What follows belongs to an exercise in optimizing a design on an open flow for a short achievable clock period and few clock cycles; a production flow would make more cautious choices.
The RTL was checked by simulation tests, not by an equivalence proof against the original design.
Power is estimated from default activity; no workload was simulated.

==> design/flow/design.v <==
module wblsm_core (
    input  wire        clk,
    input  wire        rst,
    input  wire [31:0] prog_len,
    output wire [31:0] prog_addr,
    input  wire [31:0] prog_data,
    output wire [1:0]  status,
    output wire [2:0]  cause,
    output wire [31:0] result,
    output wire [4:0]  depth
);
    localparam ST_RUN   = 2'd0;
    localparam ST_END   = 2'd1;
    localparam ST_PANIC = 2'd2;
    localparam ST_FAULT = 2'd3;
    localparam C_NONE      = 3'd0;
    localparam C_DIV_ZERO  = 3'd1;
    localparam C_MEM_RANGE = 3'd2;
    localparam C_STACK_OVF = 3'd3;
    localparam C_FRAME_OVF = 3'd4;
    localparam O_LOAD  = 0;
    localparam O_WRITE = 1;
    localparam O_LC0   = 2;
    localparam O_LC1   = 3;
    localparam O_DUP   = 4;
    localparam O_POP   = 5;
    localparam O_JUMP  = 6;
    localparam O_CALL  = 7;
    localparam O_RET   = 8;
    localparam O_PANIC = 9;
    localparam O_ADD   = 10;
    localparam O_SUB   = 11;
    localparam O_MUL   = 12;
    localparam O_DIV   = 13;
    localparam O_MOD   = 14;
    reg [31:0] pa;               
    reg [31:0] pa_o;             
    reg [31:0] da;               
    reg        dv;               
    reg        d_end;            
    reg [31:0] ea;               
    reg        ev;               
    reg        eend;             
    reg [14:0] eop;              
    reg        epre;             
    reg [1:0]  status_q;
    reg [2:0]  cause_q;
    reg [31:0] res_q;
    reg [4:0]  dep_q;
    reg [4:0]  sp;               
    reg [31:0] T;                
    reg [5:0]  Tl;               
    reg [31:0] Tm, Nm;           
    reg [31:0] N;                
    reg [447:0] sh;              
    reg [3:0]  fp;               
    reg [4:0]  fb_top;           
    reg [31:0] fr_top;
    reg [34:0] fa_b;             
    reg [223:0] fa_r;            
    reg [511:0] mem;             
    reg        pend;             
    reg        pfix;             
    reg        nred;             
    reg [31:0] Nc;
    reg        tc;               
    reg [31:0] m_r0, m_r1, m_r2, m_r3, m_r4, m_r5;
    reg        dbusy;
    reg [4:0]  dcnt;
    reg [31:0] dq;               
    reg [31:0] dr;               
    reg [31:0] db1;
    reg [33:0] db3;
    reg        dmod;
    assign prog_addr = pa_o;
    assign status    = status_q;
    assign cause     = cause_q;
    assign result    = res_q;
    assign depth     = dep_q;
    wire run  = (status_q == ST_RUN);
    reg  has1, has2, full;           
    reg  has_frm, ffull;             
    reg  trunc, trunc2;              
    wire [31:0] rd3  = sh[31:0];
    wire [31:0] rd4  = sh[63:32];
    wire        dup_ok  = (T[31:4] == 28'd0) && (T[3:0] != 4'd15);
    wire [479:0] below  = {sh, N};
    wire [31:0] dup_val = dup_ok ? below[32*Tl[3:0] +: 32] : 32'd0;
    wire        load_bad  = (T > 32'd60);
    wire        write_bad = (N > 32'd60);
    wire [543:0] mem_x    = {32'd0, mem};
    wire [31:0] ld_w0     = mem_x[32*Tl[5:2] +: 32];
    wire [31:0] ld_w1     = mem_x[32*Tl[5:2] + 32 +: 32];
    wire [63:0] ld_pair   = {ld_w1, ld_w0} >> {Tl[1:0], 3'b000};
    wire [31:0] load_val  = ld_pair[31:0];
    wire [63:0] st_pair   = {32'd0, T} << {N[1:0], 3'b000};
    wire [7:0]  st_mask   = 8'b0000_1111 << N[1:0];
    wire [31:0] add_val = N + T;
    wire [31:0] sub_val = N - T;
    wire [4:0]  fb_next  = fa_b[4:0];            
    wire [31:0] fr_next  = fa_r[31:0];
    wire [31:0] ea1 = ea + 32'd1;
    function [4:0] lz2f;
        input [31:0] a;
        integer j;
        begin
            lz2f = 5'd16;
            for (j = 0; j < 16; j = j + 1)
                if (a[2*j +: 2] != 2'b00) lz2f = 5'd15 - j[4:0];
        end
    endfunction
    wire [4:0]  d_lz  = lz2f(N);
    wire [31:0] d_nsh = N << {d_lz, 1'b0};
    function [63:0] csa;         
        input [31:0] x, y, z;
        begin
            csa = {((x & y) | (x & z) | (y & z)) << 1, x ^ y ^ z};
        end
    endfunction
    reg [31:0] a0 [0:16];
    reg [31:0] a1 [0:11];
    reg [31:0] a2 [0:7];
    reg [31:0] a3 [0:5];
    reg [2:0]  bd;
    reg [31:0] bm;
    integer i;
    always @* begin
        a0[16] = 32'd0;
        for (i = 0; i < 16; i = i + 1) begin
            bd = {Tm[2*i+1], Tm[2*i], (i == 0) ? 1'b0 : Tm[2*i-1]};
            case (bd)
            3'b001, 3'b010: bm = Nm;
            3'b011:         bm = Nm << 1;
            3'b100:         bm = ~(Nm << 1);
            3'b101, 3'b110: bm = ~Nm;
            3'b111:         bm = 32'hFFFF_FFFF;
            default:        bm = 32'd0;
            endcase
            a0[i] = bm << (2*i);
            a0[16][2*i] = bd[2];
        end
        for (i = 0; i < 5; i = i + 1)
            {a1[2*i+1], a1[2*i]} = csa(a0[3*i], a0[3*i+1], a0[3*i+2]);
        a1[10] = a0[15]; a1[11] = a0[16];
        for (i = 0; i < 4; i = i + 1)
            {a2[2*i+1], a2[2*i]} = csa(a1[3*i], a1[3*i+1], a1[3*i+2]);
        for (i = 0; i < 2; i = i + 1)
            {a3[2*i+1], a3[2*i]} = csa(a2[3*i], a2[3*i+1], a2[3*i+2]);
        a3[4] = a2[6]; a3[5] = a2[7];
    end
    wire [31:0] b0, b1, b2, b3, b4, b5, b6, b7;
    assign {b1, b0} = csa(m_r0, m_r1, m_r2);
    assign {b3, b2} = csa(m_r3, m_r4, m_r5);
    assign {b5, b4} = csa(b0, b1, b2);
    assign {b7, b6} = csa(b4, b5, b3);
    wire [33:0] d_x  = {dr, dq[31:30]};
    wire [34:0] d_m1 = {1'b0, d_x} - {3'b0, db1};
    wire [34:0] d_m2 = {1'b0, d_x} - {2'b0, db1, 1'b0};
    wire [34:0] d_m3 = {1'b0, d_x} - {1'b0, db3};
    reg  [31:0] d_nr;
    reg  [1:0]  d_qd;
    always @* begin
        if (!d_m3[34])      begin d_nr = d_m3[31:0]; d_qd = 2'd3; end
        else if (!d_m2[34]) begin d_nr = d_m2[31:0]; d_qd = 2'd2; end
        else if (!d_m1[34]) begin d_nr = d_m1[31:0]; d_qd = 2'd1; end
        else                begin d_nr = d_x[31:0];  d_qd = 2'd0; end
    end
    wire is_push = eop[O_LC0] | eop[O_LC1];
    wire [31:0] push_c = {31'd0, eop[O_LC1]};
    wire nres    = nred && !(eop[O_ADD] && has2 && tc);
    wire e_run   = !pend && !pfix && !dbusy && !nres;
    wire m_push  = pend && is_push && !full;         
    wire m_fix   = pend && !m_push;                  
    wire d_done  = dbusy && (dcnt == 5'd16);
    wire f_load  = e_run && eop[O_LOAD] && has1;
    wire f_write = e_run && eop[O_WRITE] && has2;
    wire f_push  = (e_run && is_push) || m_push;
    wire f_dup   = e_run && eop[O_DUP] && has1;
    wire f_pop   = e_run && (eop[O_POP] || eop[O_JUMP]) && has1;
    wire f_jump  = e_run && eop[O_JUMP] && has1;
    wire f_call  = e_run && eop[O_CALL] && has1;
    wire f_ret   = e_run && eop[O_RET] && has_frm;
    wire f_add   = e_run && eop[O_ADD] && has2;
    wire f_sub   = e_run && eop[O_SUB] && has2;
    wire f_mul   = e_run && eop[O_MUL] && has2;
    wire f_div   = e_run && (eop[O_DIV] || eop[O_MOD]) && has2;
    wire t_zero  = (T == 32'd0);
    wire [32:0] add3_w   = {N, 1'b1} + {Nc, T[0]};   
    wire [31:0] add3_val = add3_w[32:1];
    wire [31:0] nres_val = N + Nc;
    wire [31:0] pfix_val = dq + dr;
    wire f_add2  = f_add && !nred;
    wire f_add3  = f_add && nred;
    wire x_load  = f_load && load_bad;
    wire x_write = f_write && write_bad;
    wire x_push  = f_push && full;
    wire x_call  = f_call && ffull;
    wire x_div   = f_div && t_zero;
    wire sT_c    = f_push && !full;
    wire sT_ld   = f_load && !load_bad;
    wire sT_r3   = f_write && !write_bad;
    wire sT_N    = f_pop || (f_call && !ffull) || (f_ret && trunc);
    wire sT_div  = d_done;
    wire sT_hold = !(sT_c || sT_ld || sT_r3 || f_dup || sT_N || f_add || f_sub ||
                     pfix || sT_div);
    wire [31:0] T_n = ({32{sT_hold}} & T)       | ({32{sT_c}}   & push_c)  |
                      ({32{sT_ld}}   & load_val) | ({32{sT_r3}}  & rd3)     |
                      ({32{f_dup}}   & dup_val)  | ({32{sT_N}}   & N)       |
                      ({32{f_add2}}  & add_val)  | ({32{f_add3}} & add3_val) |
                      ({32{f_sub}}   & sub_val)  | ({32{pfix}}   & pfix_val) |
                      ({32{sT_div}}  & (dmod ? dr : dq));
    wire sN_r3   = f_pop || f_call || (f_ret && trunc) || f_add || f_sub || f_mul || d_done;
    wire sN_T    = e_run && is_push;
    wire sN_hold = !(m_push || nres || sN_T || f_write || sN_r3);
    wire [31:0] N_n = ({32{sN_hold}} & N)   | ({32{m_push}} & b6) |
                      ({32{nres}}    & nres_val) |
                      ({32{sN_T}}    & T)   | ({32{f_write}} & rd4)    |
                      ({32{sN_r3}}   & rd3);
    wire sh_dn  = f_push;
    wire sh_up2 = f_write;
    wire sh_up1 = sN_r3;
    wire sp_inc = sT_c;
    wire sp_dec2 = sT_r3;
    wire sp_dec = sT_N || f_add || f_sub || f_mul || d_done;
    wire [4:0] sp_n = sp_inc ? sp + 5'd1 : sp_dec ? sp - 5'd1 : sp_dec2 ? sp - 5'd2 : sp;
    wire mem_w    = f_write;
    wire call_w   = f_call && !ffull;
    wire ret_w    = f_ret && !trunc2;        
    wire pend_n   = f_mul;
    wire div_start = f_div && !t_zero;
    wire div_step = dbusy && !d_done;
    wire div_done = d_done;
    wire [1:0] st_n = (e_run && eend) ? ST_END :
                      (x_load || x_write || x_push || x_call || x_div) ? ST_FAULT :
                      (e_run && eop[O_PANIC]) ? ST_PANIC : ST_RUN;
    wire [2:0] ca_n = (x_load || x_write) ? C_MEM_RANGE : x_push ? C_STACK_OVF :
                      x_call ? C_FRAME_OVF : x_div ? C_DIV_ZERO : C_NONE;
    wire xfer   = f_jump || call_w || ret_w;
    wire t_eq   = (T == ea);
    wire r_eq   = (fr_top == ea);
    wire x_eq   = eop[O_RET] ? r_eq : t_eq;         
    wire stall  = ((m_fix || pfix || nres) && ev) || div_step || f_div ||
                  (f_ret && trunc2);
    wire redir  = e_run && !epre && xfer;
    wire x_kill = epre && xfer && x_eq;
    wire [31:0] tgt_j = t_eq ? ea1 : T;
    wire [31:0] tgt_r = r_eq ? ea1 : fr_top;
    wire [31:0] tgt = eop[O_RET] ? tgt_r : tgt_j;
    wire [3:0]  fp_n   = call_w ? fp + 4'd1 : ret_w ? fp - 4'd1 : fp;
    wire        x_ok   = dv && !d_end && e_run && !epre && !eend;
    wire        e_none = (eop == 15'd0);
    wire        jc_add = x_ok && eop[O_ADD] && has2 && !nred;    
    wire        jc_psh = x_ok && is_push && !full;               
    wire        jc_non = x_ok && e_none && has1;                 
    wire        rt_ok  = x_ok && has_frm &&
                         !(eop[O_JUMP] || eop[O_CALL] || eop[O_RET] ||
                           eop[O_DIV] || eop[O_MOD]);
    wire [31:0] fr_top_n = call_w ? ea1 : ret_w ? fr_next : fr_top;
    wire [4:0]  fb_top_n = call_w ? sp - 5'd1 : ret_w ? fb_next : fb_top;
    function [4:0] spf;          
        input [5:0] v;           
        input [5:0] b;           
        begin
            spf = {v != 6'd0, v >= 6'd2, v == 6'd16, v > b, v > b + 6'd1};
        end
    endfunction
    wire [5:0] spx = {1'b0, sp};
    wire [5:0] fbx = {1'b0, fb_top};
    wire [5:0] fnx = {1'b0, fb_next};
    wire [4:0] sp_flags = call_w  ? spf(spx - 6'd1, spx - 6'd1) :
                          ret_w   ? (trunc ? spf(spx - 6'd1, fnx) : spf(spx, fnx)) :
                          sp_inc  ? spf(spx + 6'd1, fbx) :
                          sp_dec  ? spf(spx - 6'd1, fbx) :
                          sp_dec2 ? spf(spx - 6'd2, fbx) : spf(spx, fbx);
    wire [31:0] pa_base = redir ? tgt : stall ? ea1 : pa + 32'd1;
    wire [31:0] pa_add  = Nm + Tm;   
    wire        ld_go  = !redir && !stall && dv && !d_end;
    wire        hold   = stall && !redir;
    wire [31:0] pa_nx;
    wire [14:0] eop_nx;
    wire        d_xfer;
    wblsm_fetch_sel u_fsel (
        .prog_data(prog_data), .jc_add(jc_add), .jc_psh(jc_psh), .jc_non(jc_non),
        .rt_ok(rt_ok), .add_val(pa_add), .push_c(push_c), .T(Tm),
        .rt_tgt(fr_top), .pa_base(pa_base),
        .ld_go(ld_go), .hold(hold), .eop(eop),
        .pa_nx(pa_nx), .eop_nx(eop_nx), .d_xfer(d_xfer));
    always @(posedge clk)
        if (rst) pa_o <= 32'd0;
        else     pa_o <= pa_nx;
    always @(posedge clk) begin
        res_q <= run ? T_n : T;
        dep_q <= run ? sp_n : sp;
    end
    wire end_now = (st_n == ST_RUN) && !stall && !redir && !pend_n && !m_fix &&
                   dv && d_end;
    wire [1:0] status_n = end_now ? ST_END : st_n;
    integer k;
    always @(posedge clk) begin
        d_end  <= (pa >= prog_len);      
        m_r0 <= a3[0]; m_r1 <= a3[1]; m_r2 <= a3[2];
        m_r3 <= a3[3]; m_r4 <= a3[4]; m_r5 <= a3[5];
        if (rst) begin
            Tl <= 6'h3F;
            Tm <= 32'hFFFF_FFFF;
            Nm <= 32'hFFFF_FFFF;
        end else begin
            Tl <= T_n[5:0];
            if (run) begin
                Tm <= T_n;
                Nm <= N_n;
            end
        end
        if (rst) begin
            pa       <= 32'd0;
            da       <= 32'd0;
            dv       <= 1'b0;
            ev       <= 1'b0;
            eend     <= 1'b0;
            eop      <= 15'd0;
            epre     <= 1'b0;
            ea       <= 32'd0;
            status_q <= ST_RUN;
            cause_q  <= C_NONE;
            sp       <= 5'd0;
            T        <= 32'd0;
            N        <= 32'd0;
            fp       <= 4'd0;
            mem      <= 512'd0;
            sh       <= 448'd0;
            pend     <= 1'b0;
            pfix     <= 1'b0;
            has1     <= 1'b0;
            has2     <= 1'b0;
            full     <= 1'b0;
            has_frm  <= 1'b0;
            ffull    <= 1'b0;
            trunc    <= 1'b0;
            trunc2   <= 1'b0;
            nred     <= 1'b0;
            tc       <= 1'b0;
            Nc       <= 32'd0;
            dq       <= 32'd0;       
            dr       <= 32'd0;       
            db1      <= 32'd0;
            db3      <= 34'd0;
            ea       <= 32'd0;
            fb_top   <= 5'd0;
            fr_top   <= 32'd0;
            dbusy    <= 1'b0;
            dcnt     <= 5'd0;
        end else if (run) begin
            status_q <= status_n;
            cause_q  <= ca_n;
            sp   <= sp_n;
            T    <= T_n;
            N    <= N_n;
            pend <= pend_n;
            {has1, has2, full, trunc, trunc2} <= sp_flags;
            has_frm <= (fp_n != 4'd0);
            ffull   <= (fp_n == 4'd8);
            pfix <= m_fix;
            tc   <= m_push || (tc && sT_hold);
            if (m_push) begin
                Nc   <= b7;
                nred <= 1'b1;
            end else if (nres || f_add3) begin
                nred <= 1'b0;
            end
            if (sh_dn)       sh <= {sh[415:0], N};
            else if (sh_up1) sh <= {32'd0, sh[447:32]};
            else if (sh_up2) sh <= {64'd0, sh[447:64]};
            if (call_w) begin
                fp     <= fp + 4'd1;
                fb_top <= sp - 5'd1;
                fr_top <= ea1;
                fa_b <= {fa_b[29:0], fb_top};
                fa_r <= {fa_r[191:0], fr_top};
            end
            if (ret_w) begin
                fp     <= fp - 4'd1;
                fb_top <= fb_next;
                fr_top <= fr_next;
                fa_b   <= {5'd0, fa_b[34:5]};
                fa_r   <= {32'd0, fa_r[223:32]};
            end
            if (mem_w)
                for (k = 0; k < 64; k = k + 1) begin
                    if (k[5:2] == N[5:2] && st_mask[k[1:0]])
                        mem[8*k +: 8] <= st_pair[8*k[1:0] +: 8];
                    if (k[5:2] == N[5:2] + 4'd1 && k[5:2] != 4'd0 && st_mask[4 + k[1:0]])
                        mem[8*k +: 8] <= st_pair[32 + 8*k[1:0] +: 8];
                end
            if (div_start) begin
                dbusy <= 1'b1;
                dcnt  <= d_lz;
                dq    <= d_nsh;
                dr    <= 32'd0;
                db1   <= T;
                db3   <= {2'b0, T} + {1'b0, T, 1'b0};
                dmod  <= eop[O_MOD];
            end else if (m_fix) begin
                dq   <= b6;
                dr   <= b7;
            end else if (div_step) begin
                dr   <= d_nr;
                dq   <= {dq[29:0], d_qd};
                dcnt <= dcnt + 5'd1;
            end else if (div_done) begin
                dbusy <= 1'b0;
            end
            da <= pa;
            pa   <= pa_nx;
            dv   <= !redir && !stall && !d_xfer && !x_kill;
            epre <= d_xfer;
            eop  <= eop_nx;
            if (redir) begin
                ev   <= 1'b0;
                eend <= 1'b0;
            end else if (!stall) begin
                ev   <= dv;
                eend <= dv & d_end;
                ea   <= da;
            end
        end
    end
endmodule
module wblsm_fetch_sel (
    input  wire [31:0] prog_data,
    input  wire        jc_add,       
    input  wire        jc_psh,       
    input  wire        jc_non,
    input  wire        rt_ok,        
    input  wire [31:0] add_val,
    input  wire [31:0] push_c,
    input  wire [31:0] T,
    input  wire [31:0] rt_tgt,
    input  wire [31:0] pa_base,      
    input  wire        ld_go,        
    input  wire        hold,         
    input  wire [14:0] eop,
    output wire [31:0] pa_nx,
    output wire [14:0] eop_nx,
    output wire        d_xfer
);
    wire        d_hi0 = (prog_data[31:5] == 27'd0);
    wire [14:0] d_op  = d_hi0 ? (15'd1 << prog_data[4:0]) : 15'd0;
    wire        d_jc  = d_hi0 && (prog_data[4:1] == 4'b0011);             
    wire        d_jca = d_jc && jc_add;
    wire        d_jcp = d_jc && jc_psh;
    wire        d_jcn = d_jc && jc_non;
    wire        d_jcx = d_jca || d_jcp || d_jcn;
    wire        d_rtx = d_hi0 && (prog_data[4:0] == 5'd8) && rt_ok;       
    assign d_xfer = d_jcx || d_rtx;
    assign pa_nx  = ({32{d_jca}} & add_val) | ({32{d_jcp}} & push_c) |
                    ({32{d_jcn}} & T) | ({32{d_rtx}} & rt_tgt) |
                    ({32{!d_xfer}} & pa_base);
    assign eop_nx = (d_op & {15{ld_go}}) | (eop & {15{hold}});
endmodule
==> design/flow/flow/run.sh <==
#!/bin/bash
# Standard synthesis, then the standard layout with timing repair aimed
# below the design's period (a larger setup margin).
set -euo pipefail
bash standard.sh synth > synth.log 2>&1
bash standard.sh SETUP_SLACK_MARGIN=8.5 finish > layout.log 2>&1
==> design/flow/standard.sh <==
#!/bin/bash
# synth_recipe.tcl (not shown) runs the flow's synth.tcl, then flattens the netlist and writes it again
# the make line also repeats each setting of config.mk as NAME=value (left out here)
make -C /OpenROAD-flow-scripts/flow DESIGN_CONFIG=/design/flow/config.mk WORK_HOME=/design/flow/orfs CLKGATE_MAP_FILE= SYNTH_SCRIPT=/design/flow/synth_recipe.tcl "${@:-finish}"
==> design/flow/config.mk <==
export PLATFORM = sky130hd
export DESIGN_NAME = wblsm_core
export DESIGN_NICKNAME = wblsm_core
export VERILOG_FILES = /design/flow/design.v
export SDC_FILE = /design/flow/constraint.sdc
export NUM_CORES = 8
export LEC_CHECK = 0
export ABC_CLOCK_PERIOD_IN_PS = 3000
export CAP_MARGIN = 20
export CORE_MARGIN = 2
export CORE_UTILIZATION = 52
export CTS_CLUSTER_DIAMETER = 200
export CTS_CLUSTER_SIZE = 16
export PLACE_DENSITY = 0.72
export SLEW_MARGIN = 20
export SYNTH_HIERARCHICAL = 1
==> design/flow/constraint.sdc <==
create_clock -name core_clock -period 12.0 [get_ports {clk}]
set_input_delay 2.4000 -clock core_clock [delete_from_list [all_inputs] [get_ports {clk}]]
set_output_delay 2.4000 -clock core_clock [all_outputs]
set_load 0.01 [all_outputs]
==> metrics.md, run 1 <==
| Metric | Value |
|---|---|
| Vias in the first global route | 125,000 |
| Pint | 12.0 mW |
| TritonRoute pass-1 iters | 22 |
| Fillers | 22,500 |
| Via/cell ratio | 6.87 |
| Clk buf depth | 3 |
| Clock root cell | clkbuf_16 |
| First-pass GRT wire length | 878,000 um |
| Power density over the cells | 137 nW/um2 |
| Iter 0 DRT Violations | 24,600 |
| Slew @ Worst Pin | 1.29 ns |
| Post-synthesis register bit count | 1,875 |
| Synth unique cells | 111 |
| Final min period | 3.91 ns |
| Largest net degree at the start of global routing | 229 |
| Synthesis-to-layout area growth | 16.1% |
| Final-stage net count | 18,000 |
| Worst Setup SP | res_q[19] |
| Compound-cell area share of the yosys netlist | 23.7% |
| Dpl cells | 19,900 |
| Hold WC Path Type | reg -> reg |
| Hold depth | 2 |
| Post-synthesis async set-or-reset flop share | 0% |
| Final instance area | 156,000 um2 |
| Placed Area | 137,000 um2 |
| Worst path arrival time | 1.51 ns |
| Clock sinks | 1,875 |
| Reg area | 40,600 um2 |
| Sequential Power Share | 32.0% |
| Min-delay src | da[31] |
| FP Rows | 186 |
| I/O Pins | 140 |
| Slew HR | 14.0% |
| Average routed wire per standard cell | 30.5 um |
| Crit path max-delay family | flip-flops |
| Layout Utilization | 60.6% |
| Layout Skew | 0.0754 ns |
| Post-synth EDFFs | 260 |
| P_leak | 57.7 nW |
| Mux cell area share after synthesis | 7.79% |
| Die width | 512 um |
| DPL Wire Length | 392,000 um |
| Core ar. | 257,000 um2 |
| Area of the multi-input gates | 90,900 um2 |
| Crit-path max cell delay | 0.46 ns |
| Starting Density | 52.2% |
| Wire length on met2 | 249,000 um |
| CTS clk-pin slew, worst paths | 0.08 ns |
| CTS Hold Buffers Added | 0 |
| Worst-Skew Late Latency | 0.93 ns |
| Total gr overflow | 0 |
| CP Depth | 1 |
| Antenna Nets Post-Route | 0 |
| Worst-path maximum fanout | 1 |
| Synth Area in Adders | 9.32% |
| CP max-delay cell | dfxtp_4 |
| # setup viols final | 0 |
| PnR worst setup slack | 8.09 ns |
| Worst slack at placement | 6.31 ns |
| Fin Hold WS | 0.450 ns |
| CP required | 9.60 ns |
| Peak VDD IR | 510 uV |
| FF-to-FF path depth | 15 |
| Final max-slew violation count | 0 |
| RD Place Congestion | 1.12 |
| Simple-Gate Fraction of Synth Area | 20.2% |
| Net load switching power | 9.40 mW |
| Synth Area per Inst | 7.63 um2 |
| Post-synth top flop | dfxtp_1 |
| Antenna violations before repair | 54 |
| Synth warnings | 11 |
| Register area share after synthesis | 29.9% |
| Die Y-Extent | 512 um |
| Gate Count Post-Synth | 17,600 |
| Final hold vios | 0 |
| Met3 WL | 91,800 um |
| Via count | 142,000 |
| Post-Syn Area | 134,000 um2 |
| H-tree Lvls | 4 |
| Fraction of layout instances using a drive strength above 1 | 15.0% |
| TritonCTS clock tree | done |
| Final setup TNS | 0 ns |
| Highest metal used | met5 |
| Final WL | 631,000 um |
| Total Power | 21.4 mW |
| Synth Area in XOR/XNOR | 2.91% |
| Clock Power Share | 21.8% |
| CP startpoint kind | register |
| DRC Markers | 0 |
| Main combinational cell family by area after synthesis | compound AO/OA/AOI/OAI gates |
| Number of max-cap violations | 0 |
| Gr usage total | 44.9% |
| Reg-to-Reg Start | Tl[2] |
| Sw frac | 44.0% |
| RSZ-0062 raised after global routing | true |
| Port-buffer cells | 139 |
| Setup crit end kind | output pin |
| Status | no timing/DRC/antenna violations |
| Final Cycle Share | 32.6% |
| M1 WL | 229,000 um |
| Die area | 262,000 um2 |
| Num CTS Buffers | 135 |
| Max Freq | 256 MHz |
| Crit Path Category | reg -> out |
| Final Non-Filler Cells | 20,700 |
| Combinational group share of total power | 46.2% |
| Worst Path Buf+Inv | 1 |
| Worst path cell trace | buf_6 |
==> power groups by stage <==
stage	sequential [mW]	combinational, mW	clock, mW
5_1_grt	6.84	9.80	4.85
3_5_place_dp	7.05	7.52	0
3_3_place_gp	7.05	7.45	0
6_report	6.84	9.87	4.66
2_1_floorplan	6.86	3.79	0
4_1_cts	6.85	8.41	4.64
==> final timing paths <==
kind,endpoint,slack (ns)
max,result[19],8.09
min,ea[31],0.45
max reg2reg,res_q[9],8.15
min reg2reg,ea[31],0.45
==> flip-flops by register name (all words and copies together), names as in the netlist, 34 cells and up <==
| register | cells |
|---|---|
| fa_r | 224 |
| mem | 512 |
| sh | 448 |
| fa_b | 35 |
| db3 | 34 |
==> cell families after synthesis <==
kind of cell,count (synthesis)
other,1
adder cells (fa/ha/maj),918
AO/OA/AOI/OAI,5085
flip-flops,1875
buffers and inverters,2091
multiplexers,637
XOR/XNOR,445
AND/OR/NAND/NOR,6522
==> Yosys cell counts (60+ instances only) <==
| master | instances | area [um2] |
|---|---|---|
| clkbuf_1 | 1333 | 5000 |
| o22ai_1 | 180 | 1130 |
| nand3_1 | 684 | 3420 |
| nor3_1 | 165 | 826 |
| o31ai_1 | 65 | 488 |
| inv_1 | 482 | 1810 |
| ha_1 | 491 | 6140 |
| a21o_1 | 126 | 946 |
| mux2i_1 | 227 | 2270 |
| a31oi_1 | 88 | 551 |
| buf_1 | 127 | 477 |
| and2_1 | 89 | 557 |
| a221o_1 | 75 | 751 |
| fa_1 | 208 | 4160 |
| o21ai_0 | 934 | 4670 |
| o211ai_1 | 587 | 4410 |
| edfxtp_1 | 260 | 7810 |
| xor2_1 | 153 | 1340 |
| nor2b_1 | 101 | 632 |
| dfxtp_1 | 1615 | 32300 |
| a221oi_1 | 114 | 998 |
| maj3_1 | 219 | 2190 |
| nand2b_1 | 63 | 394 |
| mux2_2 | 96 | 1080 |
| mux4_2 | 307 | 6910 |
| nand2_1 | 3694 | 13900 |
| buf_2 | 85 | 425 |
| xnor2_1 | 292 | 2560 |
| a211oi_1 | 469 | 3520 |
| a21oi_1 | 1853 | 9270 |
| nor2_1 | 1419 | 5330 |
| and3_1 | 60 | 375 |
| nand4_1 | 79 | 494 |
==> Yosys stat by module (local to each module, per instance) <==
module | cells inside | flip-flops and latches | cell area, um2
wblsm_fetch_sel | 252 | 0 | 1490
wblsm_core | 17300 | 1875 | 133000
==> worst reg2reg max path, cell delays in order (launching register included) <==
cell      delay (ns)
dfxtp_4         0.36
buf_4           0.14
buf_4           0.13
buf_12          0.13
buf_16          0.15
buf_16          0.15
buf_12          0.13
mux2_2          0.27
a21oi_2         0.20
a221oi_2        0.10
and3_1          0.18
a311o_1         0.32
o211ai_1        0.81
nand3_2         0.23
a21boi_4        0.25
buf_12          0.18
==> what timing repair did <==
item / CTS / global route
pin swaps: 157 / 261
buffers inserted: 226 / 263
gates cloned: 68 / 38
endpoints found under the setup margin: 2062 / 1361
resized for setup: 1474 / 683
==> cell usage in the layout (no fill, tap or decap), types with 87 or more instances in the layout <==
cell type | synthesis | routed
maj3_1 | 219 | 219
nor3_1 | 165 | 138
o21ai_1 | 32 | 91
mux2_2 | 96 | 87
nand3_1 | 684 | 672
fa_1 | 208 | 193
nand2_1 | 3694 | 3668
nor2_1 | 1419 | 1335
xnor2_1 | 292 | 272
ha_1 | 491 | 421
mux4_2 | 307 | 311
o21ai_0 | 934 | 827
xor2_1 | 153 | 146
buf_6 | 11 | 156
nor2b_1 | 101 | 93
clkbuf_16 | 0 | 175
o22ai_1 | 180 | 175
o211ai_1 | 587 | 587
buf_4 | 46 | 574
a21oi_1 | 1853 | 1775
buf_12 | 0 | 127
dfxtp_1 | 1615 | 1433
a21o_1 | 126 | 123
mux2i_1 | 227 | 198
dfxtp_4 | 0 | 103
a211oi_1 | 469 | 439
inv_1 | 482 | 440
edfxtp_1 | 260 | 260
==> area by class of cell <==
cell class / instances / area share (%)
inverter: 487 / 1.25
clock inverter: 16 / 0.211
multi-input combinational: 13600 / 58.4
sequential: 1875 / 26.1
antenna: 47 / 0.0756
tap: 3384 / 2.72
clock buffer: 168 / 2.26
timing repair buffer: 1114 / 8.96
==> layer usage <==
layer | GRT usage (%) | vias to the layer above
li1 | - | 61800
met1 | 57.4 | 67000
met2 | 61.8 | 10800
met3 | 15.5 | 2818
met4 | 34.3 | 41
met5 | 0.767 | -
Testbench counts, summed over its fixed seeds: cycles 579,335.
==> inputs of run 2 (changes only) <==
--- a/design/flow/design.v
+++ b/design/flow/design.v
@@ -63,2 +63,3 @@
     reg        pfix;             
+    reg        pfix2;            
     reg        nred;             
@@ -170,3 +171,3 @@
     wire nres    = nred && !(eop[O_ADD] && has2 && tc);
-    wire e_run   = !pend && !pfix && !dbusy && !nres;
+    wire e_run   = !pend && !pfix && !pfix2 && !dbusy && !nres;
     wire m_push  = pend && is_push && !full;         
@@ -190,3 +191,3 @@
     wire [31:0] nres_val = N + Nc;
-    wire [31:0] pfix_val = dq + dr;
+    wire [31:0] pfix_val = dq + dr;                  
     wire f_add2  = f_add && !nred;
@@ -204,3 +205,3 @@
     wire sT_hold = !(sT_c || sT_ld || sT_r3 || f_dup || sT_N || f_add || f_sub ||
-                     pfix || sT_div);
+                     pfix2 || sT_div);
     wire [31:0] T_n = ({32{sT_hold}} & T)       | ({32{sT_c}}   & push_c)  |
@@ -209,3 +210,3 @@
                       ({32{f_add2}}  & add_val)  | ({32{f_add3}} & add3_val) |
-                      ({32{f_sub}}   & sub_val)  | ({32{pfix}}   & pfix_val) |
+                      ({32{f_sub}}   & sub_val)  | ({32{pfix2}}  & dq) |
                       ({32{sT_div}}  & (dmod ? dr : dq));
@@ -241,3 +242,3 @@
     wire x_eq   = eop[O_RET] ? r_eq : t_eq;         
-    wire stall  = ((m_fix || pfix || nres) && ev) || div_step || f_div ||
+    wire stall  = ((m_fix || pfix || pfix2 || nres) && ev) || div_step || f_div ||
                   (f_ret && trunc2);
@@ -294,3 +295,3 @@
     end
-    wire end_now = (st_n == ST_RUN) && !stall && !redir && !pend_n && !m_fix &&
+    wire end_now = (st_n == ST_RUN) && !stall && !redir && !pend_n && !m_fix && !pfix &&
                    dv && d_end;
@@ -332,2 +333,3 @@
             pfix     <= 1'b0;
+            pfix2    <= 1'b0;
             has1     <= 1'b0;
@@ -362,2 +364,3 @@
             pfix <= m_fix;
+            pfix2 <= pfix;
             tc   <= m_push || (tc && sT_hold);
@@ -404,2 +407,4 @@
                 dr   <= b7;
+            end else if (pfix) begin
+                dq   <= pfix_val;
             end else if (div_step) begin
==> run 2 against run 1 <==
Sequential share of layout area rose by 0.29 points. Still clean. Wire length fell by 1.6%. First-iteration DRC count fell by 5.1%. Sequential cell count rose by 1. Area after synthesis rose by 0.25%. Global-route usage fell by 0.74 points. Core utilization fell by 0.66 points. Non-clock buffer count fell by 142. Die area rose by 0.25%. Final area fell by 1.0%. Via count fell by 0.58%. Critical endpoint is now result[2].
==> metrics.md, run 2 <==
| Metric | Value |
|---|---|
| Net load switching power | 10.2 mW (+8.7%) |
| CP max-delay cell | dfxtp_4 |
| Post-Syn Area | 134,000 um2 (+0.25%) |
| Final Cycle Share | 32.9% (+0.33 points) |
| Slew HR | 17.9% (+3.9 points) |
| Setup crit end kind | output pin |
| Total gr overflow | 0 (unchanged) |
| Number of max-cap violations | 0 (unchanged) |
| Gate Count Post-Synth | 17,600 (+0.14%) |
| Layout Utilization | 60.0% (-0.66 points) |
| P_leak | 56.6 nW (-1.8%) |
| CP startpoint kind | register |
| Worst path cell trace | buf_6 |
| First-pass GRT wire length | 868,000 um (-1.2%) |
| Clock sinks | 1,876 (+0.053%) |
| Top-count cell post-synth | nand2_1 |
| DPL Wire Length | 392,000 um (+0.11%) |
| Antenna Nets Post-Route | 0 (unchanged) |
| Final hold vios | 0 (unchanged) |
| Clk buf depth | 3 (unchanged) |
| Worst-path maximum fanout | 1 (unchanged) |
| DRC Markers | 0 (unchanged) |
| Crit Path Category | reg -> out |
| Max Freq | 253 MHz (-0.99%) |
| Pint | 12.3 mW (+3.1%) |
| Yosys top cell area share | 24.1% (-0.045 points) |
| Starting Density | 52.3% (+0.084 points) |
| Area of the multi-input gates | 90,900 um2 (about the same) |
| Final-stage net count | 17,900 (-0.60%) |
| Num CTS Buffers | 135 (unchanged) |
| Gr usage total | 44.2% (-0.74 points) |
| Dominant cell type by area after synthesis | dfxtp_1 |
| Post-synthesis register bit count | 1,876 (+0.053%) |
| Crit-path max cell delay | 0.49 ns (+0.03 ns) |
| Port-buffer cells | 139 (unchanged) |
| Power density over the cells | 146 nW/um2 (+6.6%) |
| Crit path max-delay family | flip-flops |
| Most frequent cells in the layout | 3,663 x nand2_1, 1,761 x a21oi_1, 1,433 x dfxtp_1 |
| Commonest non-fill, non-tap cell in the layout | nand2_1 |
| Via/cell ratio | 6.87 (about the same) |
| FP Rows | 186 (unchanged) |
| TritonCTS clock tree | done |
| Largest register by flop count | mem |
| RD Place Congestion | 1.13 (+1.5%) |
| Vias in the first global route | 124,000 (-0.81%) |
| Final min period | 3.95 ns (+0.0392 ns) |
| Top Registers | mem (512), sh (448), fa_r (224) |
| Worst Path Buf+Inv | 1 (unchanged) |
| Die width | 512 um (+0.12%) |
| Clock root cell | clkbuf_16 |
| Core ar. | 257,000 um2 (about the same) |
| Worst-Skew Late Latency | 0.94 ns (about the same) |
| Combinational group share of total power | 47.8% (+1.6 points) |
| Synth Area per Inst | 7.64 um2 (+0.11%) |
| H-tree Lvls | 4 (unchanged) |
| Clock Power Share | 21.0% (-0.8 points) |
| Worst path arrival time | 1.55 ns (+0.04 ns) |
| Sw frac | 45.3% (+1.3 points) |
| Final max-slew violation count | 0 (unchanged) |
| Number of flip-flops in the largest register | 512 (unchanged) |
| CTS clk-pin slew, worst paths | 0.09 ns (about the same) |
| Status | no timing/DRC/antenna violations |
| Die area | 263,000 um2 (+0.25%) |
| Synth area leaders | dfxtp_1 24%, nand2_1 10%, a21oi_1 6.9% |
| Iter 0 DRT Violations | 23,400 (-5.1%) |
| CP required | 9.60 ns (about the same) |
| Post-synth EDFFs | 260 (unchanged) |
| Synth unique cells | 106 (-4.5%) |
| Layout Skew | 0.0953 ns (+0.0199 ns) |
| Fraction of layout instances using a drive strength above 1 | 14.0% (-0.96 points) |
| Reg area | 40,700 um2 (+0.11%) |
| # setup viols final | 0 (unchanged) |
| Fillers | 22,700 (+0.80%) |
| Synth warnings | 11 (unchanged) |
| Final WL | 622,000 um (-1.6%) |
| Hold WC Path Type | reg -> reg |
| Post-synth top flop | dfxtp_1 |
| Die Y-Extent | 512 um (+0.12%) |
| Largest net degree at the start of global routing | 250 (+9.2%) |
| Via count | 142,000 (-0.58%) |
| Sequential Power Share | 31.2% (-0.8 points) |
| Peak VDD IR | 529 uV (+3.6%) |
| Antenna violations before repair | 67 (+24%) |
| CTS Hold Buffers Added | 0 (unchanged) |
| Slew @ Worst Pin | 1.23 ns (-0.0574 ns) |
| Synthesis-to-layout area growth | 14.6% |
| Average routed wire per standard cell | 30.1 um (-1.0%) |
| RSZ-0062 raised after global routing | true |
| I/O Pins | 140 (unchanged) |
| Post-synthesis async set-or-reset flop share | 0% (unchanged) |
| TritonRoute pass-1 iters | 15 (-32%) |
| Register area share after synthesis | 29.9% (-0.060 points) |
| Final setup TNS | 0 ns (unchanged) |
| Synth top cells by count | 3,680 x nand2_1, 1,843 x a21oi_1, 1,616 x dfxtp_1 |
[run 2: cell count changes in the layout (fill, tap and decap cells not counted), moves of 19 or more]
cell	before	now
buf_4	574	491
buf_12	127	101
nor3_1	138	114
a211oi_2	20	41
a211oi_1	439	480
mux2_2	87	36
and2_1	81	100
mux2i_1	198	220
o21ai_0	827	857
nand3_1	672	652
[run 2: metal layers]
metal / part of all wire, % / vias to the layer above / global-route usage (%)
met3: 15 / 2640 / 16.9
met2: 39 / 10700 / 60.4
met1: 37 / 66600 / 56.8
met4: 9.0 / 56 / 31.0
met5: 0.084 / - / 0
li1: - / 61600 / -
[run 2: final timing paths]
check        startpoint        end  slack [ns]  cells after the start
max reg2reg       Tm[1]   pa_o[30]        8.17                     20
max            res_q[2]  result[2]        8.05                      1
min              da[12]     ea[12]        0.43                      2
min reg2reg      da[12]     ea[12]        0.43                      2
[run 2: what timing repair did]
item / CTS / global route
endpoints found under the setup margin: 2038 / 1074
cloned: 59 / 38
resized for setup: 1415 / 690
pin swaps: 183 / 296
setup buffers: 216 / 174
[run 2: area by class of cell]
class                   count  area share (%)
multi-input cells       13700            59.0
flip-flops and latches   1876            26.4
repair buffers            972            7.97
well taps                3384            2.75
clock buffers             172            2.28
inverters                 493            1.28
clock inverters            16           0.276
diodes                     37          0.0601
[run 2: logic make-up (layout without fill, tap and decap cells)]
kind of cell             count (synthesis)  after routing  synth area share (%)
AND/OR/NAND/NOR                       6506           6510                  20.2
other                                    1             68               0.00279
multiplexers                           612            612                  7.48
adder cells (fa/ha/maj)                918            918                  9.30
buffers and inverters                 2087           1653                  6.16
flip-flops                            1876           1876                  29.9
XOR/XNOR                               450            450                  2.93
AO/OA/AOI/OAI                         5149           5152                  24.0
[run 2: metrics by stage]
step	setup slack, ns	cell area, um2	std cells	hold WS [ns]	power [mW]
6_report	8.05	154000	20600	0.432	22.6
5_1_grt	8.02	154000	20600	0.442	22.9
4_1_cts	8.09	149000	20400	0.426	21.3
3_5_place_dp	6.51	137000	19900	0.445	16.0
3_3_place_gp	6.56	137000	19900	0.436	16.0
2_1_floorplan	4.78	135000	17600	0.367	11.6
[run 2: Yosys stat by module, one instance, submodules excluded]
module / cells inside / cell area, um2 / flip-flops and latches
wblsm_core: 17300 / 133000 / 1876
wblsm_fetch_sel: 252 / 1490 / 0
[run 2: power groups by stage]
stage                     combinational, mW  sequential, mW  clock (mW)
final                                  10.8            7.03        4.74
after global routing                   11.0            7.03        4.92
after CTS                              9.55            7.01        4.71
after detailed placement               8.81            7.20           0
after global placement                 8.76            7.20           0
after floorplan                        4.67            6.93           0
Testbench counts of run 2, summed over its fixed seeds: cycles 579,690.
==> inputs of run 3 (changes only) <==
--- a/design/flow/config.mk
+++ b/design/flow/config.mk
@@ -10,6 +10,6 @@
 export CORE_MARGIN = 2
-export CORE_UTILIZATION = 52
+export CORE_UTILIZATION = 45
 export CTS_CLUSTER_DIAMETER = 200
 export CTS_CLUSTER_SIZE = 16
-export PLACE_DENSITY = 0.72
+export PLACE_DENSITY = 0.65
 export SLEW_MARGIN = 20
==> run 3 against run 2 <==
Highest routed layer unchanged. Global-route usage down 5.4 points. Clock skew up 0.0084 ns. Non-clock buffer count up 139. Register-to-register slack about the same.
==> metrics.md, run 3 <==
| Metric | Value |
|---|---|
| Core ar. | 297,000 um2 (+16%) |
| Via count | 142,000 (+0.17%) |
| CTS clk-pin slew, worst paths | 0.08 ns (about the same) |
| CP required | 9.60 ns (about the same) |
| Synth warnings | 11 (unchanged) |
| TritonCTS clock tree | done |
| Largest register by flop count | mem |
| RSZ-0062 raised after global routing | true |
| Synth Area per Inst | 7.64 um2 (unchanged) |
| Fillers | 27,500 (+21%) |
| Antenna violations before repair | 51 (-24%) |
| CP max-delay cell | dfxtp_4 |
| Fin Hold WS | 0.454 ns (+0.0225 ns) |
| Hold WC Path Type | reg -> reg |
| Final setup TNS | 0 ns (unchanged) |
| Die width | 551 um (+7.4%) |
| I/O Pins | 140 (unchanged) |
| Most frequent cells in the layout | 3,644 x nand2_1, 1,757 x a21oi_1, 1,434 x dfxtp_1 |
| Final hold vios | 0 (unchanged) |
| Crit-path max cell delay | 0.55 ns (+0.06 ns) |
| Slew HR | 11.7% (-6.2 points) |
| DPL Wire Length | 393,000 um (+0.25%) |
| Average routed wire per standard cell | 29.6 um (-1.9%) |
| Num CTS Buffers | 139 (+3.0%) |
| P_leak | 58.1 nW (+2.5%) |
| Clock sinks | 1,876 (unchanged) |
| Max Freq | 248 MHz (-2.0%) |
| Dominant cell type by area after synthesis | dfxtp_1 |
| Worst path arrival time | 1.63 ns (+0.08 ns) |
| Peak VDD IR | 337 uV (-36%) |
| Port-buffer cells | 139 (unchanged) |
| Crit path max-delay family | flip-flops |
| Final min period | 4.03 ns (+0.0812 ns) |
| Synthesis-to-layout area growth | 16.9% |
| Number of flip-flops in the largest register | 512 (unchanged) |
| Final WL | 631,000 um (+1.5%) |
| Setup crit end kind | output pin |
| Starting Density | 45.3% (-7.1 points) |
| Crit Path Category | reg -> out |
| Power density over the cells | 138 nW/um2 (-5.9%) |
| Antenna Nets Post-Route | 0 (unchanged) |
| Worst-path maximum fanout | 2 (+1) |
| Number of max-cap violations | 0 (unchanged) |
| Final max-slew violation count | 0 (unchanged) |
| Worst path cell trace | buf_6 |
| Total gr overflow | 0 (unchanged) |
| # setup viols final | 0 (unchanged) |
| Commonest non-fill, non-tap cell in the layout | nand2_1 |
| Clk buf depth | 4 (+1) |
| CP startpoint kind | register |
| TritonRoute pass-1 iters | 9 (-6) |
| Register area share after synthesis | 29.9% (unchanged) |
| Die Y-Extent | 551 um (+7.4%) |
| Gr usage total | 38.8% (-5.4 points) |
| Post-synth EDFFs | 260 (unchanged) |
| Final-stage net count | 18,100 (+0.81%) |
| Gate Count Post-Synth | 17,600 (unchanged) |
| Vias in the first global route | 124,000 (+0.016%) |
| Post-synthesis register bit count | 1,876 (unchanged) |
| DRC Markers | 0 (unchanged) |
| Worst Path Buf+Inv | 1 (unchanged) |
| Synth unique cells | 106 (unchanged) |
| Fraction of layout instances using a drive strength above 1 | 15.2% (+1.1 points) |
| Largest net degree at the start of global routing | 195 (-22%) |
| Top-count cell post-synth | nand2_1 |
| FP Rows | 200 (+7.5%) |
| Synth top cells by count | 3,680 x nand2_1, 1,843 x a21oi_1, 1,616 x dfxtp_1 |
| CTS Hold Buffers Added | 0 (unchanged) |
| Top Registers | mem (512), sh (448), fa_r (224) |
| Post-Syn Area | 134,000 um2 (unchanged) |
| Total Power | 21.6 mW (-4.0%) |
| Status | no timing/DRC/antenna violations |
| Worst-Skew Late Latency | 0.93 ns (about the same) |
| Final Cycle Share | 33.6% (+0.68 points) |
| Iter 0 DRT Violations | 23,300 (-0.17%) |
| H-tree Lvls | 4 (unchanged) |
| Layout Utilization | 52.9% (-7.1 points) |
| Layout Skew | 0.104 ns (+0.00842 ns) |
| Clock root cell | clkbuf_16 |
| Synth area leaders | dfxtp_1 24%, nand2_1 10%, a21oi_1 6.9% |
| Die area | 303,000 um2 (+15%) |
| RD Place Congestion | 1.11 (-1.9%) |
| Yosys top cell area share | 24.1% (unchanged) |
| First-pass GRT wire length | 877,000 um (+1.1%) |
| Slew @ Worst Pin | 1.32 ns (+0.0887 ns) |
| Post-synthesis async set-or-reset flop share | 0% (unchanged) |
| Via/cell ratio | 6.65 (-3.1%) |
| Post-synth top flop | dfxtp_1 |
## run 3: cell counts after synthesis
No cell type changed its count.
## run 3: routing by layer
metal  up-vias  part of all wire [%]  global-route usage (%)  wire (um)
li1      61900                     -                       -          -
met1     67100                    37                    49.7     232000
met2     10300                    39                    53.2     246000
met3      2562                    15                    15.0      96600
met4        46                   8.8                    27.0      55700
met5         -                  0.12                   0.172        782
## run 3: cells by family (layout without fill, tap and decap cells)
| group | Yosys count | count (layout) | synth area share, % |
|---|---|---|---|
| AOI/OAI and AO/OA | 5149 | 5151 | 24.0 |
| xor gates and xnor gates | 450 | 450 | 2.93 |
| adders and majority gates | 918 | 918 | 9.30 |
| buffers and inverters | 2087 | 1788 | 6.16 |
| DFF | 1876 | 1876 | 29.9 |
| muxes | 612 | 612 | 7.48 |
| other | 1 | 78 | 0.00279 |
| and+or+nand+nor | 6506 | 6514 | 20.2 |
## run 3: per-module statistics from Yosys (local to each module, per instance)
module | copies in the design | flops+latches
wblsm_core | 1 | 1876
wblsm_fetch_sel | 1 | 0
## run 3: where the power goes
| part | internal, mW | switching (mW) |
|---|---|---|
| Combinational | 3.53 | 6.39 |
| Clock | 2.17 | 2.53 |
| Sequential | 6.68 | 0.355 |
## run 3: what timing repair did
item                                     CTS  global route
endpoints found under the setup margin  2043          1297
buffers inserted                         249           231
gates cloned                              72            50
resized for setup                       1491           807
pin swaps                                199           326
## run 3: per-stage QoR
stage,area (um2),std cells,setup WS (ns)
after floorplan,135000,17600,4.78
after global placement,138000,20500,5.59
after detailed placement,138000,20500,5.60
after CTS,151000,21000,8.04
after global routing,157000,21300,8.01
final,157000,21300,7.97
## run 3: path summary, 6_finish.rpt
kind | startpoint | to | slack, ns | depth (start not counted)
worst min register to register | mem[254] | mem[254] | 0.45 | 2
worst max-delay path | res_q[22] | result[22] | 7.97 | 1
worst max register to register | N[1] | T[26] | 8.17 | 12
worst min-delay path | mem[254] | mem[254] | 0.45 | 2
## run 3: layout make-up
type	instances	area [um2]	area share (%)
sequential	1876	40600	25.8
tap	3939	4930	3.14
clock buffer	175	3680	2.34
clock inverter	9	131	0.0836
antenna	47	118	0.0748
timing repair buffer	1111	14300	9.10
multi-input combinational	13700	91400	58.2
inverter	493	1980	1.26
## run 3: worst reg2reg max path: stages, from the launching register on
cell,delay (ns)
dfxtp_4,0.44
clkbuf_4,0.23
fa_2,0.43
a211oi_4,0.26
o21ai_2,0.10
a31o_2,0.27
a31oi_4,0.25
o211ai_1,0.28
a311o_1,0.43
a221oi_2,0.33
o2111ai_4,0.26
a21boi_2,0.26
and2_1,0.17
==> inputs of run 4 (changes only) <==
--- a/design/flow/design.v
+++ b/design/flow/design.v
@@ -52,2 +52,3 @@
     reg [5:0]  Tl;               
+    reg [3:0]  Td;               
     reg [31:0] Tm, Nm;           
@@ -88,3 +89,3 @@
     wire [479:0] below  = {sh, N};
-    wire [31:0] dup_val = dup_ok ? below[32*Tl[3:0] +: 32] : 32'd0;
+    wire [31:0] dup_val = dup_ok ? below[32*Td +: 32] : 32'd0;
     wire        load_bad  = (T > 32'd60);
@@ -309,2 +310,5 @@
             Tl <= T_n[5:0];
+        end
+        Td <= T_n[3:0];
+        if (!rst) begin
             if (run) begin
==> run 4 against run 3 <==
Still clean on timing, DRC and antenna. Area after synthesis fell by 3.0%. Core utilization fell by 0.26 points. Non-clock buffer count fell by 92.
==> metrics.md, run 4 <==
| Metric | Value |
|---|---|
| Status | no timing/DRC/antenna violations |
| Final WL | 609,000 um (-3.4%) |
| Final max-slew violation count | 0 (unchanged) |
| First-pass GRT wire length | 861,000 um (-1.8%) |
| Layout Skew | 0.0908 ns (-0.0129 ns) |
| Die area | 294,000 um2 (-3.0%) |
| Total gr overflow | 0 (unchanged) |
| Crit path max-delay family | simple AND/OR/NAND/NOR gates |
| Largest net degree at the start of global routing | 182 (-6.7%) |
| Clock root cell | clkbuf_16 |
| Slew @ Worst Pin | 1.28 ns (-0.0404 ns) |
| Peak VDD IR | 546 uV (+62%) |
| Synth Area per Inst | 8.05 um2 (+5.4%) |
| Crit-path max cell delay | 0.62 ns (+0.07 ns) |
| Largest register by flop count | mem |
| Post-synthesis register bit count | 1,880 (+0.21%) |
| Post-Syn Area | 130,000 um2 (-3.0%) |
| Die width | 542 um (-1.5%) |
| Top Registers | mem (512), sh (448), fa_r (224) |
| Synth warnings | 11 (unchanged) |
| Min-delay src | mem[317] |
| Clk buf depth | 4 (unchanged) |
| Via count | 132,000 (-6.6%) |
| Worst path arrival time | 4.92 ns (+3.29 ns) |
| Port-buffer cells | 139 (unchanged) |
| Dominant cell type by area after synthesis | dfxtp_1 |
| Worst-Skew Late Latency | 0.91 ns (-0.02 ns) |
| Hold WC Path Type | reg -> reg |
| CP required | 12.75 ns (+3.15 ns) |
| Power density over the cells | 149 nW/um2 (+8.1%) |
| Synth area leaders | dfxtp_1 25%, nand2_1 8.0%, a21oi_1 6.9% |
| Gate Count Post-Synth | 16,200 (-7.9%) |
| Final-stage net count | 16,700 (-7.4%) |
| Most frequent cells in the layout | 2,758 x nand2_1, 1,711 x a21oi_1, 1,446 x dfxtp_1 |
| Clock sinks | 1,880 (+0.21%) |
| Crit Path Category | reg -> reg |
| Starting Density | 45.3% (about the same) |
| Num CTS Buffers | 139 (unchanged) |
| Post-synthesis async set-or-reset flop share | 0% (unchanged) |
| Number of flip-flops in the largest register | 512 (unchanged) |
| DPL Wire Length | 387,000 um (-1.5%) |
| Worst-path maximum fanout | 26 (+24) |
| Setup crit end kind | register |
| Via/cell ratio | 6.69 (+0.52%) |
| Worst Path Buf+Inv | 2 (+1) |
| Number of max-cap violations | 0 (unchanged) |
| Synthesis-to-layout area growth | 16.3% |
| TritonRoute pass-1 iters | 10 (+1) |
| Slew HR | 14.1% (+2.4 points) |
| Gr usage total | 39.4% (+0.59 points) |
| Synth unique cells | 106 (unchanged) |
| FP Rows | 197 (-1.5%) |
| Fraction of layout instances using a drive strength above 1 | 15.3% (+0.13 points) |
| Synth top cells by count | 2,793 x nand2_1, 1,790 x a21oi_1, 1,620 x dfxtp_1 |
| Placed Area | 134,000 um2 (-2.7%) |
| Register area share after synthesis | 30.9% (+0.98 points) |
| Antenna violations before repair | 43 (-16%) |
| Iter 0 DRT Violations | 20,000 (-14%) |
| Antenna Nets Post-Route | 0 (unchanged) |
| P_leak | 56.5 nW (-2.7%) |
| TritonCTS clock tree | done |
| Final Cycle Share | 34.8% (+1.2 points) |
| Max Freq | 240 MHz (-3.4%) |
| DRC Markers | 0 (unchanged) |
| Vias in the first global route | 119,000 (-4.0%) |
| Post-synth EDFFs | 260 (unchanged) |
| Die Y-Extent | 542 um (-1.5%) |
| Average routed wire per standard cell | 30.8 um (+4.0%) |
| Commonest non-fill, non-tap cell in the layout | nand2_1 |
| Post-synth top flop | dfxtp_1 |
| CTS clk-pin slew, worst paths | 0.09 ns (about the same) |
| RSZ-0062 raised after global routing | true |
| Worst path cell trace | clkinvlp_4, ha_1, nand4_1, nor3_4, and3_1, buf_6, a22oi_2, nand4_1, a211o_1, or2_4, a21boi_2, and2_1 |
| Final min period | 4.17 ns (+0.142 ns) |
| # setup viols final | 0 (unchanged) |
| Reg-to-Reg Start | T[15] |
| Worst Setup SP | T[15] |
| Final instance area | 152,000 um2 (-3.5%) |
| Final setup TNS | 0 ns (unchanged) |
| H-tree Lvls | 4 (unchanged) |
| RD Place Congestion | 1.08 (-3.2%) |
| CP startpoint kind | register |
| CP max-delay cell | nand4_1 |
| I/O Pins | 140 (unchanged) |
| Core ar. | 288,000 um2 (-3.0%) |
| Final hold vios | 0 (unchanged) |
| Top-count cell post-synth | nand2_1 |
| Most common cell on crit path | nand4_1 |
| Yosys top cell area share | 24.9% (+0.81 points) |
-- run 4: per-layer routing --
| metal | routed length, um | vias to the layer above | track usage [%] |
|---|---|---|---|
| met4 | 58300 | 16 | 30.6 |
| met3 | 74400 | 2175 | 11.0 |
| li1 | - | 57900 | - |
| met5 | 98 | - | 0 |
| met1 | 227000 | 63600 | 50.0 |
| met2 | 249000 | 8841 | 56.3 |
-- run 4: kinds of logic (layout without fill, tap and decap cells) --
kind of cell               Yosys count  in the layout  share of synthesized area, %
DFF                               1880           1880                          30.9
muxes                             1053           1053                          11.3
AOI/OAI and AO/OA                 4855           4855                          23.8
buffers and inverters             1935           1691                          5.93
other                                1             67                       0.00288
and+or+nand+nor                   5349           5361                          17.3
adders and majority gates          699            699                          7.90
xor gates and xnor gates           429            429                          2.88
-- run 4: repair_timing --
| item | in CTS | in global routing |
|---|---|---|
| setup buffers | 279 | 141 |
| hold endpoints to repair | 0 | 0 |
| resized for setup | 1559 | 528 |
| pin swaps | 201 | 200 |
| endpoints found under the setup margin | 1996 | 1168 |
| gates cloned | 82 | 21 |
| hold buffers | 0 | 0 |
-- run 4: worst paths after layout --
kind / endpoint / slack, ns / cells after the start
worst max-delay path: T[4] / 7.83 / 12
worst min register to register: mem[317] / 0.45 / 2
worst min-delay path: mem[317] / 0.45 / 2
worst max register to register: T[4] / 7.83 / 12
-- run 4: stage by stage --
step                      util, %  cells  hold slack [ns]  setup slack, ns  power, mW
final                        52.6  19800            0.452             7.83       22.6
after global routing         52.6  19800            0.470             8.02       22.9
after CTS                    51.3  19600            0.444             8.05       21.7
after detailed placement     46.6  19100            0.443             6.37       15.6
after global placement       46.6  19100            0.438             6.48       15.6
after floorplan                 -  16200            0.367             4.78       11.0
-- run 4: area by class of cell --
type	count	area, um2
fillers	26800	136000
multi-input cells	12400	87500
flip-flops and latches	1880	40700
repair buffers	1019	13000
well taps	3781	4730
clock buffers	174	3690
inverters	488	1960
clock inverters	9	120
diodes	36	90.1
repair inverters	1	8.76
-- run 4: power breakdown --
group          internal [mW]  total (mW)  switching, mW  leakage, nW
clock                   2.18        4.72           2.55         1.85
combinational           3.85        11.0           7.11         39.1
sequential              6.66        6.90          0.242         15.6
-- run 4: modules after synthesis, one instance, submodules excluded --
module / copies in the design / cells inside / flip-flops and latches / area (um2)
wblsm_fetch_sel: 1 / 252 / 0 / 1490
wblsm_core: 1 / 15900 / 1880 / 129000
-- run 4: worst reg2reg max path, stage by stage (launching register included) --
cell        delay [ns]
dfxtp_2           0.53
clkinvlp_4        0.34
ha_1              0.31
nand4_1           0.14
nor3_4            0.09
and3_1            0.18
buf_6             0.25
a22oi_2           0.35
nand4_1           0.62
a211o_1           0.58
or2_4             0.28
a21boi_2          0.17
and2_1            0.18
Testbench counts of run 4, summed over its fixed seeds: cycles 579,690.
==> inputs of run 5 (changes only) <==
--- a/design/flow/design.v
+++ b/design/flow/design.v
@@ -52,3 +52,2 @@
     reg [5:0]  Tl;               
-    reg [3:0]  Td;               
     reg [31:0] Tm, Nm;           
@@ -89,3 +88,3 @@
     wire [479:0] below  = {sh, N};
-    wire [31:0] dup_val = dup_ok ? below[32*Td +: 32] : 32'd0;
+    wire [31:0] dup_val = dup_ok ? below[32*Tl[3:0] +: 32] : 32'd0;
     wire        load_bad  = (T > 32'd60);
@@ -310,5 +309,2 @@
             Tl <= T_n[5:0];
-        end
-        Td <= T_n[3:0];
-        if (!rst) begin
             if (run) begin
--- a/design/flow/config.mk
+++ b/design/flow/config.mk
@@ -8,9 +8,9 @@
 export ABC_CLOCK_PERIOD_IN_PS = 3000
-export CAP_MARGIN = 20
+export CAP_MARGIN = 50
 export CORE_MARGIN = 2
-export CORE_UTILIZATION = 45
+export CORE_UTILIZATION = 52
 export CTS_CLUSTER_DIAMETER = 200
 export CTS_CLUSTER_SIZE = 16
-export PLACE_DENSITY = 0.65
-export SLEW_MARGIN = 20
+export PLACE_DENSITY = 0.72
+export SLEW_MARGIN = 70
 export SYNTH_HIERARCHICAL = 1
==> run 5 against run 4 <==
Final area up 5.9%. Still clean. Register-to-register slack better by 0.48 ns. Final cell count up 5.5%. Synthesized cell count up 8.6%. Power up 1.2%. Critical path type is now reg -> out. Sequential share of layout area decreased by 1.5 points. Sequential power rose by 1%. Largest power group unchanged. Area after synthesis increased by 3.1%. Highest routed layer unchanged.
==> metrics.md, run 5 <==
| Metric | Value |
|---|---|
| Status | no timing/DRC/antenna violations |
| Num CTS Buffers | 135 (-2.9%) |
| Die area | 263,000 um2 (-11%) |
| Synth Area per Inst | 7.64 um2 (-5.1%) |
| Sw frac | 44.4% (+0.57 points) |
| Worst-Skew Late Latency | 0.91 ns (about the same) |
| Antenna Nets Post-Route | 0 (unchanged) |
| Largest net degree at the start of global routing | 83 (-54%) |
| Top Registers | mem (512), sh (448), fa_r (224) |
| Register area share after synthesis | 29.9% (-0.98 points) |
| Final min period | 3.93 ns (-0.243 ns) |
| P_leak | 59.5 nW (+5.3%) |
| Clock sinks | 1,876 (-0.21%) |
| Core ar. | 257,000 um2 (-11%) |
| Final Non-Filler Cells | 20,900 (+5.5%) |
| Fin Hold WS | 0.448 ns (-0.00358 ns) |
| Post-synthesis async set-or-reset flop share | 0% (unchanged) |
| Synth warnings | 11 (unchanged) |
| Dpl cells | 20,200 (+5.8%) |
| FP Rows | 186 (-5.6%) |
| Yosys top cell area share | 24.1% (-0.81 points) |
| Final max-slew violation count | 0 (unchanged) |
| CP Depth | 1 (-11) |
| Most frequent cells in the layout | 3,634 x nand2_1, 1,761 x a21oi_1, 1,396 x dfxtp_1 |
| Top-count cell post-synth | nand2_1 |
| TritonCTS clock tree | done |
| Worst Setup SP | res_q[2] |
| Final hold vios | 0 (unchanged) |
| Final Cycle Share | 32.7% (-2.0 points) |
| Vias in the first global route | 125,000 (+5.2%) |
| FF-to-FF path depth | 17 (+5) |
| Post-Syn Area | 134,000 um2 (+3.1%) |
| Final setup TNS | 0 ns (unchanged) |
| Synth unique cells | 106 (unchanged) |
| Crit path max-delay family | flip-flops |
| Fillers | 21,800 (-19%) |
| Port-buffer cells | 139 (unchanged) |
| Clock Power Share | 20.7% (-0.2 points) |
| TritonRoute pass-1 iters | 11 (+1) |
| Largest register by flop count | mem |
| Iter 0 DRT Violations | 22,400 (+12%) |
| First-pass GRT wire length | 866,000 um (+0.57%) |
| Number of flip-flops in the largest register | 512 (unchanged) |
| CP required | 9.60 ns (-3.15 ns) |
| Synth top cells by count | 3,680 x nand2_1, 1,843 x a21oi_1, 1,616 x dfxtp_1 |
| Number of max-cap violations | 0 (unchanged) |
| Combinational group share of total power | 48.7% (+0.2 points) |
| Clk buf depth | 3 (-1) |
| Hold WC Path Type | reg -> reg |
| # setup viols final | 0 (unchanged) |
| Net load switching power | 10.1 mW (+2.5%) |
| Synthesis-to-layout area growth | 19.5% |
| Post-synthesis register bit count | 1,876 (-0.21%) |
| Gr usage total | 43.8% (+4.4 points) |
| Via/cell ratio | 6.84 (+2.3%) |
| Sequential Power Share | 30.6% (about the same) |
| Post-synth top flop | dfxtp_1 |
| Layout Utilization | 62.5% (+9.9 points) |
| R2R Path End | dr[9] |
| CTS Hold Buffers Added | 0 (unchanged) |
| Crit-path max cell delay | 0.48 ns (-0.14 ns) |
| R2R Setup Slk | 8.31 ns (+0.48 ns) |
| Layout Skew | 0.0748 ns (-0.0160 ns) |
| Die Y-Extent | 512 um (-5.5%) |
| Worst path arrival time | 1.53 ns (-3.39 ns) |
| Slew HR | 54.0% (+40 points) |
| RSZ-0062 raised after global routing | true |
| Worst path cell trace | buf_6 |
| Area of the multi-input gates | 92,400 um2 (+5.7%) |
| Pint | 12.7 mW (+0.18%) |
| Average routed wire per standard cell | 29.6 um (-3.8%) |
| End of the critical path | result[2] |
| Post-synth EDFFs | 260 (unchanged) |
| I/O Pins | 140 (unchanged) |
| Fraction of layout instances using a drive strength above 1 | 16.7% (+1.4 points) |
| H-tree Lvls | 4 (unchanged) |
| Final-stage net count | 18,200 (+8.8%) |
| Gate Count Post-Synth | 17,600 (+8.6%) |
| Setup crit end kind | output pin |
| Commonest non-fill, non-tap cell in the layout | nand2_1 |
| CP max-delay cell | dfxtp_4 |
| CP startpoint kind | register |
| Die width | 512 um (-5.5%) |
| Starting Density | 52.3% (+7.1 points) |
| Crit Path Category | reg -> out |
| DRC Markers | 0 (unchanged) |
| Final WL | 618,000 um (+1.5%) |
| Worst Path Buf+Inv | 1 (-1) |
| Antenna violations before repair | 60 (+40%) |
| Dominant cell type by area after synthesis | dfxtp_1 |
| Total Power | 22.9 mW (+1.2%) |
| Total gr overflow | 0 (unchanged) |
| Slew @ Worst Pin | 0.684 ns (-0.596 ns) |
| Peak VDD IR | 403 uV (-26%) |
| Power density over the cells | 142 nW/um2 (-4.4%) |
| Worst-path maximum fanout | 1 (-96%) |
| Clock root cell | clkbuf_16 |
| RD Place Congestion | 1.13 (+5.2%) |
| Via count | 143,000 (+7.9%) |
| Reg-to-Reg Start | dq[30] |
| CTS clk-pin slew, worst paths | 0.09 ns (about the same) |
| Max Freq | 255 MHz (+6.2%) |
| Synth area leaders | dfxtp_1 24%, nand2_1 10%, a21oi_1 6.9% |
| DPL Wire Length | 411,000 um (+6.1%) |
| Reg area | 40,700 um2 (+0.14%) |
-- run 5: worst min-delay path by stage --
| stage | start | endpoint | slack (ns) | cells past startpoint |
|---|---|---|---|---|
| after global routing | db3[16] | db3[16] | 0.46 | 2 |
| after CTS | da[17] | ea[17] | 0.45 | 2 |
| after detailed placement | da[3] | ea[3] | 0.44 | 2 |
| final | da[17] | ea[17] | 0.45 | 2 |
| after floorplan | Tm[1] | m_r4[0] | 0.37 | 0 |
| after global placement | da[10] | ea[10] | 0.44 | 2 |
-- run 5: routing by layer --
layer	vias up	wire, um	track usage, %
li1	62300	-	-
met1	67500	228000	56.7
met2	10500	244000	60.7
met3	2578	92300	15.6
met4	61	53700	29.2
met5	-	727	0.548
-- run 5: stage by stage --
step                      setup WS (ns)  cell area, um2
after global placement             6.56          137000
after CTS                          8.11          155000
after global routing               8.08          161000
after floorplan                    4.78          135000
final                              8.07          161000
after detailed placement           6.72          144000
-- run 5: timing repair --
action,4_1_cts,5_1_grt
pin swaps,170,232
resized for setup,1079,584
endpoints found under the setup margin,1315,835
gates cloned,69,46
setup buffers,179,170
-- run 5: power groups by stage --
stage	Combinational [mW]	Clock, mW	Sequential (mW)
after global routing	11.4	4.92	6.99
final	11.1	4.72	7.00
after floorplan	4.67	0	6.93
after global placement	8.76	0	7.20
after CTS	9.89	4.70	6.97
after detailed placement	9.42	0	7.13
-- run 5: logic make-up (layout without fill, tap and decap cells) --
kind of cell    after synthesis  in the layout  share of synthesized area (%)
compound gates             5149           5150                           24.0
fa+ha+maj                   918            918                           9.30
flops                      1876           1876                           29.9
xor+xnor                    450            450                           2.93
simple gates               6506           6507                           20.2
mux                         612            612                           7.48
other cells                   1             69                        0.00279
buf+inv                    2087           1940                           6.16
-- run 5: final cells by class --
type	count	area share, %
Multi-Input combinational cell	13700	57.5
Clock inverter	15	0.227
Antenna cell	38	0.0592
Sequential cell	1876	25.3
Timing Repair Buffer	1255	10.8
Clock buffer	173	2.20
Tap cell	3384	2.64
Timing Repair inverter	4	0.0218
Inverter	493	1.24
-- run 5: modules after synthesis (local to each module, per instance) --
module,flip-flops and latches,area (um2)
wblsm_fetch_sel,0,1490
wblsm_core,1876,133000
Testbench counts of run 5, summed over its fixed seeds: cycles 579,690.

==> re-timing with driven ports <==
In the flow no input, the clock included, has a driving cell. The finished layouts below were timed again as built, in two steps. Step 1 sets driving cells, clkbuf_16 on the clock port and buf_2 on the other inputs (assumed; they add their load-dependent delay and slew). Step 2, shift: input delay + t, output delay - t, t = (earliest + latest rising clock arrival at the registers) / 2. This alone moves slack from input paths to output paths. a / b / c = ideal / step 1 / step 2; a / b = the first two.
run	shift t [ns]	setup slack, ns	slew at the worst register clock pin (ns)
run 1	0.984	8.091 / 7.995 / 7.579	0.11 / 0.11
run 2	0.994	8.052 / 7.949 / 7.267	0.10 / 0.10
run 3	0.974	7.971 / 7.880 / 7.588	0.10 / 0.10
run 4	0.980	7.829 / 7.829 / 7.489	0.11 / 0.11
run 5	0.971	8.072 / 7.972 / 7.383	0.10 / 0.10
After both steps every run listed still meets setup and hold. For run 2, which loses most, drivers alone change the setup slack by -0.103 ns; drivers and shift together by -0.785 ns.
